Context: an optimization exercise on an open-source flow, tuned for small area. The choices shown serve that exercise and are no tape-out recipe. The RTL was checked by simulation tests, not by an equivalence proof against the original design.

### design/flow/constraint.sdc
create_clock -name core_clock -period 100.0 [get_ports {clk}]
set_input_delay 20.0000 -clock core_clock [delete_from_list [all_inputs] [get_ports {clk}]]
set_output_delay 20.0000 -clock core_clock [all_outputs]
set_load 0.01 [all_outputs]
### design/flow/run.sh
#!/bin/bash
# synth_recipe.tcl (not shown) runs the flow's synth.tcl, then flattens the netlist and writes it again
# the make line also repeats each setting of config.mk as NAME=value (left out here)
make -C /OpenROAD-flow-scripts/flow DESIGN_CONFIG=/design/flow/config.mk WORK_HOME=/design/flow/orfs CLKGATE_MAP_FILE= SYNTH_SCRIPT=/design/flow/synth_recipe.tcl finish
### design/flow/config.mk
export PLATFORM = sky130hd
export DESIGN_NAME = psk_mod
export DESIGN_NICKNAME = psk_mod
export VERILOG_FILES = /design/flow/design.v
export SDC_FILE = /design/flow/constraint.sdc
export NUM_CORES = 4
export LEC_CHECK = 0
export CAP_MARGIN = 20
export CORE_MARGIN = 2
export CORE_UTILIZATION = 40
export SLEW_MARGIN = 20
### design/flow/design.v
module psk_packer #(
    parameter EXTRA_GAP = 1
) (
    input  wire        clk,
    input  wire        rst,
    input  wire        tok_fire,     
    input  wire [2:0]  tok_tag,
    input  wire [15:0] tok_data,
    output reg  [1:0]  n_words,      
    output reg  [10:0] word0,
    output reg  [10:0] word1,
    output reg  [10:0] word2
);
    reg [7:0] acc_q;
    reg [3:0] fill_q;
    reg       last_zero_q;
    reg [7:0]  acc;
    reg [3:0]  fill;
    reg        last_zero;
    reg        stop;
    reg        b;
    reg [7:0]  u;
    reg [10:0] w [0:2];
    reg [1:0]  n;
    integer    i;
    always @* begin
        acc       = acc_q;
        fill      = fill_q;
        last_zero = last_zero_q;
        stop      = 1'b0;
        b         = 1'b0;
        u         = 8'd0;
        n         = 2'd0;
        w[0]      = 11'd0;
        w[1]      = 11'd0;
        w[2]      = 11'd0;
        if (tok_tag == 3'd0) begin
            for (i = 15; i >= 0; i = i - 1) begin
                if (!stop) begin
                    b    = tok_data[i];
                    acc  = {acc[6:0], b};
                    fill = fill + 4'd1;
                    if (fill == 4'd8) begin
                        w[n] = {3'b000, acc};
                        n    = n + 2'd1;
                        acc  = 8'd0;
                        fill = 4'd0;
                    end
                    stop      = !b && last_zero;
                    last_zero = !b;
                end
            end
        end else begin
            if (fill != 4'd0) begin
                u    = acc << (4'd8 - fill);
                w[n] = {3'b000, u};
                n    = n + 2'd1;
                if (EXTRA_GAP != 0 && u[1:0] == 2'b00 && u != 8'd0) begin
                    w[n] = 11'd0;
                    n    = n + 2'd1;
                end
                acc  = 8'd0;
                fill = 4'd0;
            end
            w[n] = {tok_tag, tok_data[7:0]};
            n    = n + 2'd1;
        end
        n_words = n;
        word0   = w[0];
        word1   = w[1];
        word2   = w[2];
    end
    always @(posedge clk) begin
        if (rst) begin
            acc_q       <= 8'd0;
            fill_q      <= 4'd0;
            last_zero_q <= 1'b0;
        end else if (tok_fire) begin
            acc_q       <= acc;
            fill_q      <= fill;
            last_zero_q <= last_zero;
        end
    end
endmodule
module psk_pq #(
    parameter DEPTH = 8,
    parameter AW    = 3
) (
    input  wire        clk,
    input  wire        rst,
    input  wire [1:0]  push_n,
    input  wire [10:0] push0,
    input  wire [10:0] push1,
    input  wire [10:0] push2,
    input  wire        pop,
    output wire [10:0] head,
    output wire        empty,
    output wire [AW:0] free
);
    reg [10:0] mem [0:DEPTH-1];
    reg [AW-1:0] rd_ptr;
    reg [AW-1:0] wr_ptr;
    reg [AW:0]   count;
    assign head  = mem[rd_ptr];
    assign empty = (count == 0);
    assign free  = DEPTH - count;
    always @(posedge clk) begin
        if (push_n >= 2'd1) mem[wr_ptr]          <= push0;
        if (push_n >= 2'd2) mem[wr_ptr + 1'b1]   <= push1;
        if (push_n >= 2'd3) mem[wr_ptr + 2'd2]   <= push2;
    end
    always @(posedge clk) begin
        if (rst) begin
            rd_ptr <= {AW{1'b0}};
            wr_ptr <= {AW{1'b0}};
            count  <= {(AW+1){1'b0}};
        end else begin
            wr_ptr <= wr_ptr + push_n;
            if (pop && !empty) rd_ptr <= rd_ptr + 1'b1;
            count  <= count + push_n - ((pop && !empty) ? 1'b1 : 1'b0);
        end
    end
endmodule
module psk_sampler #(
    parameter CELL_LEN   = 16000,
    parameter RAMP_W     = 4000,
    parameter AMP_ONE    = 255,
    parameter PRE_CYCLES = 32
) (
    input  wire        clk,
    input  wire        rst,
    input  wire        smp_fire,      
    input  wire [63:0] smp_t,
    input  wire        cancel,        
    input  wire [10:0] pq_head,
    input  wire        pq_empty,
    output reg         pq_pop,
    output wire        cancelled,
    output wire [1:0]  fault,
    output reg         res_valid,
    output reg  [7:0]  res_amp,
    output reg         res_phase,
    output reg         res_ack,
    output reg  [7:0]  res_handle
);
    localparam END_CYCLES = PRE_CYCLES;
    localparam [1:0] K_OFF = 2'd0;
    localparam [1:0] K_PRE = 2'd1;
    localparam [1:0] K_TX  = 2'd2;
    localparam [1:0] K_END = 2'd3;
    reg [1:0]  kind_q;
    reg        closed_q;
    reg [5:0]  rem_q;
    reg [7:0]  handle_q;
    reg        exh_q;
    reg [7:0]  unit_q;
    reg [3:0]  bidx_q;
    reg        phase_q;
    reg        switch_next_q;
    reg        cell_valid_q;
    reg [50:0] last_cell_q;
    reg        fall_en_q;
    reg        rise_en_q;
    reg        cancel_q;
    reg [1:0]  fault_q;
    assign cancelled = cancel_q;
    assign fault     = fault_q;
    reg [1:0]  kind;
    reg        closed;
    reg [5:0]  rem;
    reg [7:0]  handle;
    reg        exh;
    reg [7:0]  unit;
    reg [3:0]  bidx;
    reg        phase;
    reg        switch_next;
    reg        fall_en;
    reg        rise_en;
    reg [1:0]  flt;
    reg        fire;
    reg [7:0]  fire_h;
    reg        need_next;
    reg [2:0]  tag;
    reg [7:0]  d;
    reg        boundary;
    reg        flip;
    reg        bit_b;
    reg        in_b;
    reg        dip;
    reg [50:0] cell_idx;
    reg [13:0] pos;
    reg [13:0] r;
    reg [7:0]  base;
    reg [19:0] shape_prod;
    reg [13:0] gain_prod;
    reg [7:0]  amp;
    always @* begin
        kind        = kind_q;
        closed      = closed_q;
        rem         = rem_q;
        handle      = handle_q;
        exh         = exh_q;
        unit        = unit_q;
        bidx        = bidx_q;
        phase       = phase_q;
        switch_next = switch_next_q;
        fall_en     = fall_en_q;
        rise_en     = rise_en_q;
        flt         = 2'd0;
        fire        = 1'b0;
        fire_h      = 8'd0;
        pq_pop      = 1'b0;
        tag         = pq_head[10:8];
        d           = pq_head[7:0];
        boundary    = 1'b0;
        flip        = 1'b0;
        bit_b       = 1'b0;
        need_next = (kind_q == K_OFF) ? !closed_q : exh_q;
        if (cancel_q) begin
            kind   = K_OFF;
            closed = 1'b1;
        end else if (need_next) begin
            if (kind_q == K_END) begin
                kind   = K_OFF;
                closed = 1'b1;
            end else if (!pq_empty) begin
                pq_pop = smp_fire;
                case (tag)
                    3'd0: begin
                        if (kind_q == K_OFF) begin
                            flt = 2'd2;
                        end else begin
                            kind = K_TX;
                            unit = d;
                            bidx = 4'd0;
                            exh  = 1'b0;
                        end
                    end
                    3'd1: begin
                        if (kind_q == K_OFF) begin
                            kind   = K_PRE;
                            rem    = PRE_CYCLES;
                            handle = d;
                            exh    = 1'b0;
                        end else begin
                            fire   = 1'b1;
                            fire_h = d;
                        end
                    end
                    3'd2: begin
                        fire   = 1'b1;
                        fire_h = d;
                    end
                    3'd3: begin
                        if (kind_q == K_OFF) begin
                            fire   = 1'b1;
                            fire_h = d;
                            closed = 1'b1;
                        end else begin
                            kind   = K_END;
                            rem    = END_CYCLES;
                            handle = d;
                            exh    = 1'b0;
                        end
                    end
                    default: flt = 2'd1;
                endcase
            end
        end
        cell_idx = smp_t / CELL_LEN;
        pos  = smp_t - cell_idx * CELL_LEN;
        r    = pos;
        if (CELL_LEN - pos < r) r = CELL_LEN - pos;
        if (RAMP_W < r)         r = RAMP_W;
        if (!cell_valid_q || cell_idx != last_cell_q) begin
            boundary    = switch_next_q;
            switch_next = !switch_next_q;
            if (boundary) begin
                case (kind)
                    K_PRE: begin
                        if (rem != 6'd0) rem = rem - 6'd1;
                        if (rem == 6'd0) begin
                            if (!exh) begin
                                fire   = 1'b1;
                                fire_h = handle;
                            end
                            exh = 1'b1;
                        end
                        flip = 1'b1;
                    end
                    K_TX: begin
                        bit_b = (bidx < 4'd8) ? unit[3'd7 - bidx[2:0]] : 1'b0;
                        if (bidx < 4'd8) bidx = bidx + 4'd1;
                        if (bidx == 4'd8 || unit == 8'd0) exh = 1'b1;
                        flip = !bit_b;
                    end
                    K_END: begin
                        if (rem != 6'd0) begin
                            rem  = rem - 6'd1;
                            flip = 1'b1;
                            if (rem == 6'd0) begin
                                fire   = 1'b1;
                                fire_h = handle;
                                exh    = 1'b1;
                            end
                        end
                    end
                    default: flip = 1'b0;
                endcase
                phase   = phase_q ^ flip;
                rise_en = fall_en_q | flip;
            end else begin
                case (kind)
                    K_PRE:   fall_en = 1'b1;
                    K_TX:    fall_en = (bidx == 4'd8) || !unit[3'd7 - bidx[2:0]];
                    K_END:   fall_en = (rem != 6'd0);
                    default: fall_en = 1'b0;
                endcase
            end
        end
        in_b = !switch_next;
        dip  = (in_b && rise_en && pos < RAMP_W) ||
               (!in_b && fall_en && pos >= CELL_LEN - RAMP_W);
        shape_prod = r * AMP_ONE;
        base = dip ? shape_prod / RAMP_W : AMP_ONE;
        case (kind)
            K_PRE:   gain_prod = base * (PRE_CYCLES - rem);
            K_TX:    gain_prod = base * PRE_CYCLES;
            K_END:   gain_prod = base * rem;
            default: gain_prod = 14'd0;
        endcase
        amp = gain_prod / PRE_CYCLES;
    end
    always @(posedge clk) begin
        if (rst) begin
            kind_q        <= K_OFF;
            closed_q      <= 1'b0;
            rem_q         <= 6'd0;
            handle_q      <= 8'd0;
            exh_q         <= 1'b0;
            unit_q        <= 8'd0;
            bidx_q        <= 4'd0;
            phase_q       <= 1'b0;
            switch_next_q <= 1'b1;
            cell_valid_q  <= 1'b0;
            last_cell_q   <= 51'd0;
            fall_en_q     <= 1'b0;
            rise_en_q     <= 1'b0;
            cancel_q      <= 1'b0;
            fault_q       <= 2'd0;
            res_valid     <= 1'b0;
            res_amp       <= 8'd0;
            res_phase     <= 1'b0;
            res_ack       <= 1'b0;
            res_handle    <= 8'd0;
        end else begin
            res_valid <= smp_fire;
            if (cancel) cancel_q <= 1'b1;
            if (smp_fire) begin
                if (flt != 2'd0) begin
                    fault_q <= flt;
                end else begin
                    kind_q        <= kind;
                    closed_q      <= closed;
                    rem_q         <= rem;
                    handle_q      <= handle;
                    exh_q         <= exh;
                    unit_q        <= unit;
                    bidx_q        <= bidx;
                    phase_q       <= phase;
                    switch_next_q <= switch_next;
                    cell_valid_q  <= 1'b1;
                    last_cell_q   <= cell_idx;
                    fall_en_q     <= fall_en;
                    rise_en_q     <= rise_en;
                    res_amp       <= amp;
                    res_phase     <= phase;
                    res_ack       <= fire;
                    res_handle    <= fire_h;
                end
            end
        end
    end
endmodule
module psk_mod (
    input  wire        clk,
    input  wire        rst,
    input  wire        tok_valid,
    output wire        tok_ready,
    input  wire [2:0]  tok_tag,
    input  wire [15:0] tok_data,
    input  wire        cancel,
    input  wire        smp_valid,
    output wire        smp_ready,
    input  wire [63:0] smp_t,
    output wire        res_valid,
    output wire [7:0]  res_amp,
    output wire        res_phase,
    output wire [31:0] res_freq,
    output wire        res_ack,
    output wire [7:0]  res_handle,
    output wire [1:0]  fault
);
    localparam CELL_LEN   = 16000;
    localparam RAMP_W     = 4000;
    localparam AMP_ONE    = 255;
    localparam PRE_CYCLES = 32;
    localparam PQ_DEPTH   = 8;
    localparam CARRIER    = 1000;
    wire        cancelled;
    wire [1:0]  n_words;
    wire [10:0] word0, word1, word2;
    wire [10:0] pq_head;
    wire        pq_empty;
    wire [3:0]  pq_free;
    wire        pq_pop;
    assign tok_ready = !cancelled && (fault == 2'd0) && (pq_free >= 4'd3);
    assign smp_ready = (fault == 2'd0);
    assign res_freq  = CARRIER;
    wire tok_fire = tok_valid && tok_ready;
    wire smp_fire = smp_valid && smp_ready;
    psk_packer #(.EXTRA_GAP(1)) u_packer (
        .clk      (clk),
        .rst      (rst),
        .tok_fire (tok_fire),
        .tok_tag  (tok_tag),
        .tok_data (tok_data),
        .n_words  (n_words),
        .word0    (word0),
        .word1    (word1),
        .word2    (word2)
    );
    psk_pq #(.DEPTH(PQ_DEPTH), .AW(3)) u_pq (
        .clk    (clk),
        .rst    (rst),
        .push_n (tok_fire ? n_words : 2'd0),
        .push0  (word0),
        .push1  (word1),
        .push2  (word2),
        .pop    (pq_pop),
        .head   (pq_head),
        .empty  (pq_empty),
        .free   (pq_free)
    );
    psk_sampler #(
        .CELL_LEN   (CELL_LEN),
        .RAMP_W     (RAMP_W),
        .AMP_ONE    (AMP_ONE),
        .PRE_CYCLES (PRE_CYCLES)
    ) u_sampler (
        .clk        (clk),
        .rst        (rst),
        .smp_fire   (smp_fire),
        .smp_t      (smp_t),
        .cancel     (cancel),
        .pq_head    (pq_head),
        .pq_empty   (pq_empty),
        .pq_pop     (pq_pop),
        .cancelled  (cancelled),
        .fault      (fault),
        .res_valid  (res_valid),
        .res_amp    (res_amp),
        .res_phase  (res_phase),
        .res_ack    (res_ack),
        .res_handle (res_handle)
    );
endmodule
==> qor.yml <==
via_count: 47000
antenna_left: 0
start_util_pct: 40.2
ff2ff_path_depth: 101
start_kind: "input port"
synth_ff_type: "dfxtp_1"
rows: 123
cpMaxStageDelayCell: "clkdlybuf4s50_1"
worst_ep_required_time_ns: 100.54
pre_cts_ws_ns: 10.42
async_flop_share_pct: 0
antenna_found_initial: 7
hold_viol_final: 0
setup_tns_ns: 0
synth_seq_cells: 221
die_area_sq_mm: 0.115
gr-usage-all-layers_pct: 24.0
synth_area_leaders: "nand2_1 (6.1%), dfxtp_1 (5.9%), edfxtp_1 (5.9%), fa_1 (5.7%), ha_1 (5.4%)"
cts_resized: 0
place_area_sq_mm: 0.0467
critical_path_class: "input port to register"
cp-end-kind: "register"
drc: 0
cts_buffer_depth: 3
yosysTopAreaCell: "nand2_1"
outcome: "timing/DRC/antenna clean"
slowest_delay_ns: 0.99
arrival_ns: 89.72
layout_setup_ws_ns: 10.82
ys_warn_count: 4
wirelength_microns: 146000
rsz0062_at_grt: "no"
numCtsBuffers: 30
cts_tree: "yes"
synth.distinct_cells: 149
synth_xor_area_share_pct: 6.62
fin_area_sq_mm: 0.0479
first_iter_violations: 4626
setup_viol: 0
fin_util_pct: 42.8
use_met2_pct: 39.8
synthTopCellsByCount: "nand2_1 (727), nor2_1 (601), a21oi_1 (372), inv_1 (372), o21ai_0 (345)"
clock_sinks: 221
gr-total-overflow: 0
crit_top_cell: "a21oi_1"
postCtsHoldBufs: 0
cp_max_fo: 24
clock-skew-final_ns: 0.0367
h-tree-depth: 1
wl_per_cell_microns: 19.3
synth.most_common_cell: "nand2_1"
gp_congestion: 0.924
muxShareOfSynthArea_pct: 6.27
hp-class: "register to register"
synth-edff-count: 88
path_clk_slew_ns: 0.06
fmax_ghz: 0.0112
nets: 6467
core_sq_mm: 0.112
numPortBuffers: 110
use_met1_pct: 33.5
min_path_cells: 2
synth_compound_area_share_pct: 32.7
fp.dieH_microns: 339
yosys.area_share.simple_pct: 24.0
cts_setup_buffers: 0
tightest_slew_ns: 1.12
synth_top_family_by_area: "compound AO/OA/AOI/OAI gates"
grt_max_degree: 77
slew_headroom_pct: 24.9
synthToLayoutAreaGrowth_pct: 6.56
synth_top_area_share_pct: 6.07
synth-seq-area-share_pct: 11.8
min_period_over_period_pct: 89.2
grt_use_met3_pct: 2.42
slew_violations: 0
grt_pass1_wl_microns: 235000
cts_root_buffer: "clkbuf_16"
syn_avg_cell_area_sq_um: 7.25
dp_hpwl_microns: 111000
fp.dieW_microns: 339
syn_area_sq_mm: 0.0450
grt_pass1_vias: 43400
synthAdderAreaFrac_pct: 11.7
vias_per_cell: 6.19
clock_latency_ns: 0.63
drive_above_1_share_pct: 7.34
ios: 143
drv_cap: 0
gr-max-usage-layer: "met2"
post-route-min-period_ns: 89.18
dr.pass1.iters: 6
synthCells: 6203
-- critical path: cells and delay by family --
family                   cells  cell delay, ns
AO/OA/AOI/OAI              110           33.19
AND/OR/NAND/NOR             62           18.97
adder cells (fa/ha/maj)     15            6.68
XOR/XNOR                    18            5.31
multiplexers                10            3.30
buffers and inverters       13            2.10
-- area by class of cell --
type | instances | area, sq um
sequential | 221 | 5310
fill | 11700 | 64100
tap | 1500 | 1880
antenna | 4 | 10.0
inverter | 383 | 1440
multi-input combinational | 5281 | 36800
clock inverter | 21 | 350
timing repair buffer | 139 | 1320
clock buffer | 35 | 800
-- cells in the final DEF, fill, tap and decap left out, types with 88 or more instances in the layout --
cell type,Yosys,layout
clkdlybuf4s50_1,0,109
edfxtp_1,88,88
nor2_1,601,601
inv_1,372,372
a21oi_1,372,372
mux2i_1,104,102
o21ai_0,345,345
nor3_1,158,157
nand2_1,727,727
fa_1,129,129
mux2_2,102,102
and2_1,104,104
o211ai_1,223,223
nand3_1,207,206
ha_1,194,194
dfxtp_1,133,133
xnor2_1,248,247
-- kinds of logic (layout without fill, tap and decap cells) --
kind of cell             Yosys count  count (layout)
AND/OR/NAND/NOR                 2276            2276
AO/OA/AOI/OAI                   2044            2044
multiplexers                     237             237
XOR/XNOR                         334             334
flip-flops                       221             221
adder cells (fa/ha/maj)          346             346
buffers and inverters            743             578
other                              2              48
-- registers in the layout (all words and copies together) (netlist names), 2 cells and up, named ones only --
name,count
u_packer.acc_q,8
u_packer.fill_q,4
u_pq.count,4
u_pq.mem,88
u_pq.rd_ptr,3
u_pq.wr_ptr,3
u_sampler.bidx_q,4
u_sampler.fault_q,2
u_sampler.handle_q,8
u_sampler.kind_q,2
u_sampler.last_cell_q,51
u_sampler.rem_q,6
u_sampler.res_amp,8
u_sampler.res_handle,8
u_sampler.unit_q,8
-- layer usage --
layer / vias up / part of all wire [%]
li1: 22700 / -
met1: 22300 / 46
met2: 1708 / 46
met3: 239 / 6.1
met4: 2 / 2.3
met5: - / 0.0082
-- per-stage QoR --
| stage | hold slack, ns | std cells |
|---|---|---|
| 6_report | 0.454 | 7584 |
| 5_1_grt | 0.488 | 7584 |
| 4_1_cts | 0.457 | 7580 |
| 3_5_place_dp | 0.450 | 7524 |
| 3_3_place_gp | 0.444 | 7524 |
| 2_1_floorplan | 0.431 | 6245 |
-- path summary, 6_finish.rpt --
kind                      start                    to  slack (ns)
max                   smp_t[57]  u_sampler.res_amp[7]       10.82
max reg2reg  u_packer.fill_q[0]       u_pq.mem[3][10]       75.97
min reg2reg  u_sampler.closed_q    u_sampler.closed_q        0.45
min          u_sampler.closed_q    u_sampler.closed_q        0.45

==> what the ideal ports hide <==
The flow's constraints put no driver on any port. The routed layout listed below was extracted and timed again, unchanged, in two steps. Step 1 (the two cells are an assumption about what drives the block):
set clk [get_ports {clk}]
set_driving_cell -lib_cell sky130_fd_sc_hd__clkbuf_16 $clk
set_driving_cell -lib_cell sky130_fd_sc_hd__buf_2 [delete_from_list [all_inputs] $clk]
Step 2, shift: input delay + t, output delay - t, t = (earliest + latest rising clock arrival at the registers) / 2. This alone moves slack from input paths to output paths. Slacks: ideal / step 1 / step 2; pairs: ideal / step 1.
t (ns): 0.682
slack for setup (ns): 10.821 / 10.862 / 10.180
worst setup path after step 2: input to register
clock arrival spread, ns: 0.037 / 0.037
worst register clock-pin slew, ns: 0.07 / 0.07
After both steps setup and hold are still met in this run. For this run, drivers alone change the setup slack by +0.041 ns; drivers and shift together by -0.641 ns.
